What follows belongs to an exercise in optimizing a design on an open flow for small area, a short achievable clock period and few clock cycles; a production flow would make more cautious choices.
Function was checked by simulation only, so behaviour that the tests miss may differ from the original.

## job 1601
Design radix_converter, start of the top module:
module radix_converter (
    input  wire       clk,
    input  wire       rst,         
    input  wire       in_we,
    input  wire [5:0] in_addr,
    input  wire [7:0] in_wdata,
    input  wire       start,
    input  wire [6:0] in_len,
    input  wire [8:0] src_base,
    input  wire [8:0] dst_base,
    output reg        busy,
    output reg        done,
    output reg        err,
    output reg  [7:0] errcode,
    output reg  [6:0] out_len,
    input  wire [5:0] out_addr,
    output wire [7:0] out_rdata
);
Size in the first run: ~9,100 cells after synthesis, ~75 I/O pins.
clock: 40.0 ns
lec_check: 0
abc_area: 1
cap_margin: 10
core_margin: 2
core_utilization: 40
slew_margin: 10
standard.sh (not shown) runs the stock make flow with config.mk's settings and CLKGATE_MAP_FILE= SYNTH_SCRIPT=/design/flow/synth_recipe.tcl, a recipe that flattens the netlist after the stock synthesis.
==> flow/flow/run.sh <==
#!/bin/bash
set -euo pipefail
bash standard.sh SETUP_SLACK_MARGIN=21 "BUFFER_PORTS_ARGS=-buffer_cell sky130_fd_sc_hd__buf_4" finish > flow_standard.log 2>&1
Looking at the reports, job 1601 completed the entire flow and the layout it produced met the timing, DRC and antenna checks.
Testbench counts of job 1601, summed over its fixed seeds: cycles 37,272.
Relative to job 1601, the following input files were edited for job 2231:
Settings: putting CTS_CLUSTER_DIAMETER at 100 where nothing was set; putting CTS_CLUSTER_SIZE at 16 where nothing was set; swapping 40 for 50 in CORE_UTILIZATION.
==> run notes <==
Final-stage net count in job 2231 is 60 below job 1601.
Wire length: job 2231 vs job 1601 down 0.44%
Job 2231 ends up with higher wire length of the first global-routing pass than job 1601 does.
In job 2231 relative to job 1601, weighted congestion reported at the end of routability-driven placement had gone up by a little under 10%.
Between job 2231 and job 1601, the final-layout non-clock buffer area share figures differ only marginally.
Diff job 1601 -> job 2231: depth of the worst register-to-register path went down by 1, core utilization up 9.8 points, number of buffers and inverters on the critical path shows a reduction of 3, cell count shrank by 6.1%.
The following lists how job 4491 was set up differently from job 2231:
Settings: CTS_CLUSTER_SIZE: 16 -> unset; CORE_UTILIZATION: 50 -> 40; CTS_CLUSTER_DIAMETER: 100 -> unset.
==> flow/flow/run.sh <==
#!/bin/bash
set -euo pipefail
bash standard.sh SETUP_SLACK_MARGIN=22 "BUFFER_PORTS_ARGS=-buffer_cell sky130_fd_sc_hd__buf_4" finish > flow_standard.log 2>&1
Results
- Job 4491 ran to completion and came out clean on the timing, DRC and antenna checks.
- Job 2231 vs job 4491, termination of the worst setup path: out_rdata[2] vs out_rdata[4]
- Job 4491 vs job 2231: area of combinational cells with multiple inputs up by a few percent
- Clock latency reported for the late side of the worst-skew pair delta for job 4491 relative to job 2231: 60 ps higher
- Going from job 2231 to job 4491, post-detailed-routing wire length grew by 14 mm; global-route usage over all layers has decreased; cell area after layout rose by about 7%.
[inputs] job 1362 vs job 4491
Settings: an added CTS_CLUSTER_SIZE of 20; a change of CORE_UTILIZATION from 40 to 50; an added CTS_CLUSTER_DIAMETER of 120.
==> flow/flow/run.sh <==
#!/bin/bash
set -euo pipefail
bash standard.sh SETUP_SLACK_MARGIN=21 "BUFFER_PORTS_ARGS=-buffer_cell sky130_fd_sc_hd__buf_4" finish > flow_standard.log 2>&1
## What came out
Job 4491 has higher number of cell instances on the worst register-to-register path than job 1362. The higher via count of the first global-routing pass came out of job 4491. Changes observed in job 1362 relative to job 4491: number of antenna violations at the first check in global routing now sits higher; placed wire-length estimate now sits higher; wire length on met3 now sits lower. Utilization after layout in job 1362 is 7.7 points above job 4491. Job 1362 ended with less overall routed net length than job 4491.
> inputs changed (job 1362 -> job 7708)
Settings: CORE_UTILIZATION: 50 -> 40; CTS_CLUSTER_DIAMETER: 120 -> unset; CAP_MARGIN: 10 -> 20; CTS_CLUSTER_SIZE: 20 -> unset; SLEW_MARGIN: 10 -> 20.
==> flow/flow/run.sh <==
#!/bin/bash
set -euo pipefail
bash standard.sh SETUP_SLACK_MARGIN=20 finish > flow_standard.log 2>&1
Job 7708 finished every stage and its layout cleared the timing, DRC and antenna checks.
On via count, job 1362 and job 7708 are neck and neck.
Summary of job 7708 over job 1362: fmax has decreased; initial core utilization went down by 10 points; routed wire length shows a reduction of 1.5%.
Inverter count delta (job 1362 -> job 7708): insignificant
Delta (job 7708 minus job 1362): number of global-route vias before repair lower; post-route clock period utilization +2.3 points.
## Diff of input files: job 194 against job 7708
Settings: CORE_UTILIZATION now 60, was 40; CTS_CLUSTER_SIZE now 20, previously not set; CTS_CLUSTER_DIAMETER now 120, previously not set; CAP_MARGIN now 10, was 20; SLEW_MARGIN now 10, was 20.
==> flow/flow/run.sh <==
#!/bin/bash
set -euo pipefail
bash standard.sh SETUP_SLACK_MARGIN=21 "BUFFER_PORTS_ARGS=-buffer_cell sky130_fd_sc_hd__buf_4" finish > flow_standard.log 2>&1
--- outcome ---
- Comparing job 7708 against job 194, there is no change at all in maximum clock path buffer count.
- Compared with job 7708, job 194 shows well-tap cell count lower by 994.
- There was hardly any difference in detailed-placement wirelength estimate between job 194 and job 7708.
- Against job 7708, wire length of the first global-routing pass in job 194 rose slightly.
- Status: final-stage net count parity (job 194, job 7708)

Setup of v33:
radix_converter again, from the RTL that the note above started with.
// radix_converter
module radix_converter (
    input  wire       clk,
    input  wire       rst,         
    input  wire       in_we,
    input  wire [5:0] in_addr,
    input  wire [7:0] in_wdata,
    input  wire       start,
    input  wire [6:0] in_len,
    input  wire [8:0] src_base,
    input  wire [8:0] dst_base,
    output reg        busy,
    output reg        done,
    output reg        err,
    output reg  [7:0] errcode,
    output reg  [6:0] out_len,
    input  wire [5:0] out_addr,
    output wire [7:0] out_rdata
);
==> flow/config.mk <==
export PLATFORM = sky130hd
export DESIGN_NAME = radix_converter
export DESIGN_NICKNAME = radix_converter
export VERILOG_FILES = /design/flow/design.v
export SDC_FILE = /design/flow/constraint.sdc
export NUM_CORES = 4
export LEC_CHECK = 0
export ABC_AREA = 1
export CAP_MARGIN = 10
export CORE_MARGIN = 2
export CORE_UTILIZATION = 40
export GPL_TIMING_DRIVEN = 1
export SLEW_MARGIN = 10
==> flow/constraint.sdc <==
create_clock -name core_clock -period 40.0 [get_ports {clk}]
set_input_delay 8.0000 -clock core_clock [delete_from_list [all_inputs] [get_ports {clk}]]
set_output_delay 8.0000 -clock core_clock [all_outputs]
set_load 0.01 [all_outputs]
==> flow/flow/run.sh <==
#!/bin/bash
set -euo pipefail
bash standard.sh SETUP_SLACK_MARGIN=21 "BUFFER_PORTS_ARGS=-buffer_cell sky130_fd_sc_hd__buf_4" finish > flow_standard.log 2>&1
The final layout from v33, which completed every stage, passed the timing, DRC and antenna checks at the end of the flow.
Testbench counts of v33, summed over its fixed seeds: cycles 37,272.
#### Input delta (v10 over v33)
# v33
export LEC_CHECK = 0
export ABC_AREA = 1
export CAP_MARGIN = 10
export CORE_MARGIN = 2
export CORE_UTILIZATION = 40
export GPL_TIMING_DRIVEN = 1
export SLEW_MARGIN = 10
create_clock -name core_clock -period 40.0 [get_ports {clk}]
# v10
export LEC_CHECK = 0
export ABC_AREA = 1
export CAP_MARGIN = 10
export CORE_MARGIN = 2
export CORE_UTILIZATION = 60
export CTS_CLUSTER_DIAMETER = 100
export CTS_CLUSTER_SIZE = 16
export SLEW_MARGIN = 10
create_clock -name core_clock -period 40.0 [get_ports {clk}]
--- outcome ---
- v10 reached the end of the flow, and the finished layout is clean on the timing, DRC and antenna checks.
- The relative slew slack of v10 was superior to that of v33.
- Met2 wirelength from detailed routing: v10 < v33
What v29 does differently from v10 at the input level:
# v10
export LEC_CHECK = 0
export ABC_AREA = 1
export CAP_MARGIN = 10
export CORE_MARGIN = 2
export CORE_UTILIZATION = 60
export CTS_CLUSTER_DIAMETER = 100
export CTS_CLUSTER_SIZE = 16
export SLEW_MARGIN = 10
create_clock -name core_clock -period 40.0 [get_ports {clk}]
# v29
export LEC_CHECK = 0
export ABC_AREA = 1
export CAP_MARGIN = 10
export CORE_MARGIN = 2
export CORE_UTILIZATION = 40
export CTS_CLUSTER_DIAMETER = 120
export CTS_CLUSTER_SIZE = 20
export SLEW_MARGIN = 10
create_clock -name core_clock -period 40.0 [get_ports {clk}]
[summary]
Comparing number of clock buffer instances in the layout for v29 and v10, the bigger number came from v10. v29: final wirelength higher than v10. Diff v10 -> v29 | count of cell instances traversed by the critical path | decrease of 5. Between v29 and v10, it is v29 whose fraction of layout instances using a drive strength above 1 is higher, by 0.44 points.
--- input diff v29..v35 ---
# v29
export LEC_CHECK = 0
export ABC_AREA = 1
export CAP_MARGIN = 10
export CORE_MARGIN = 2
export CORE_UTILIZATION = 40
export CTS_CLUSTER_DIAMETER = 120
export CTS_CLUSTER_SIZE = 20
export SLEW_MARGIN = 10
create_clock -name core_clock -period 40.0 [get_ports {clk}]
# v35
export LEC_CHECK = 0
export ABC_AREA = 1
export CAP_MARGIN = 10
export CORE_MARGIN = 2
export CORE_UTILIZATION = 50
export CTS_CLUSTER_DIAMETER = 120
export CTS_CLUSTER_SIZE = 20
export SLEW_MARGIN = 10
create_clock -name core_clock -period 40.0 [get_ports {clk}]
==> flow/flow/run.sh <==
#!/bin/bash
set -euo pipefail
bash standard.sh SETUP_SLACK_MARGIN=20.5 "BUFFER_PORTS_ARGS=-buffer_cell sky130_fd_sc_hd__buf_4" finish > flow_standard.log 2>&1
[summary]
Measured against v35, the number of gates resized after CTS of v29 comes out at 1.7 times the reference value.
STATUS sum of routed wire length over all layers: v35 wins against v29
Post-place instance area in v35 vs v29: down 0.83%
v35 vs v29: average vias per placed instance up
Synthesized-area fraction occupied by and/or/nand/nor cells came out exactly the same in v35 and v29.
Diff v35..v29 | number of H-tree levels | unchanged
Detail-routed net length per standard cell, v35 and v29: lower on v29
Compared v29 against v35; clock latency on the worst-skew pair within noise.
Between v29 and v35, the cell count went down.
In v35, the relative area change from synthesis to final layout came out 3.2 points below the value in v29.
Of v35 and v29, the higher worst setup slack belongs to v29.

==> re-timing with driven ports <==
Ports are ideal in the flow. The routed layouts listed here were re-timed in OpenROAD.
Step 1, drivers: a clkbuf_16 drives clk and a buf_2 each remaining input, both assumed.
Step 2 times the ports against the registers' clock, not the clock port: input delays grow and output delays shrink by t, the midpoint of the rising clock arrivals with the driver on.
Slacks: ideal / step 1 / step 2; pairs: ideal / step 1.
run	shift t [ns]	setup slack, ns	worst data-port slew with drivers (ns)	cell pins on the clock port's net
job 1601	0.860	21.005 / 20.968 / 20.968	0.19	1
job 2231	0.808	21.091 / 21.066 / 21.066	0.22	1
job 4491	0.869	21.331 / 21.295 / 21.295	0.16	1
job 1362	0.788	21.044 / 21.022 / 21.022	0.19	1
job 7708	0.865	20.123 / 20.099 / 20.099	0.18	1
job 194	0.778	21.041 / 21.017 / 21.017	0.17	1
v33	0.860	21.005 / 20.968 / 20.968	0.19	1
v10	0.790	21.079 / 21.055 / 21.055	0.18	1
v29	0.798	20.995 / 20.970 / 20.970	0.18	1
v35	0.790	20.633 / 20.607 / 20.607	0.21	1
After both steps setup and hold are still met in every run listed.
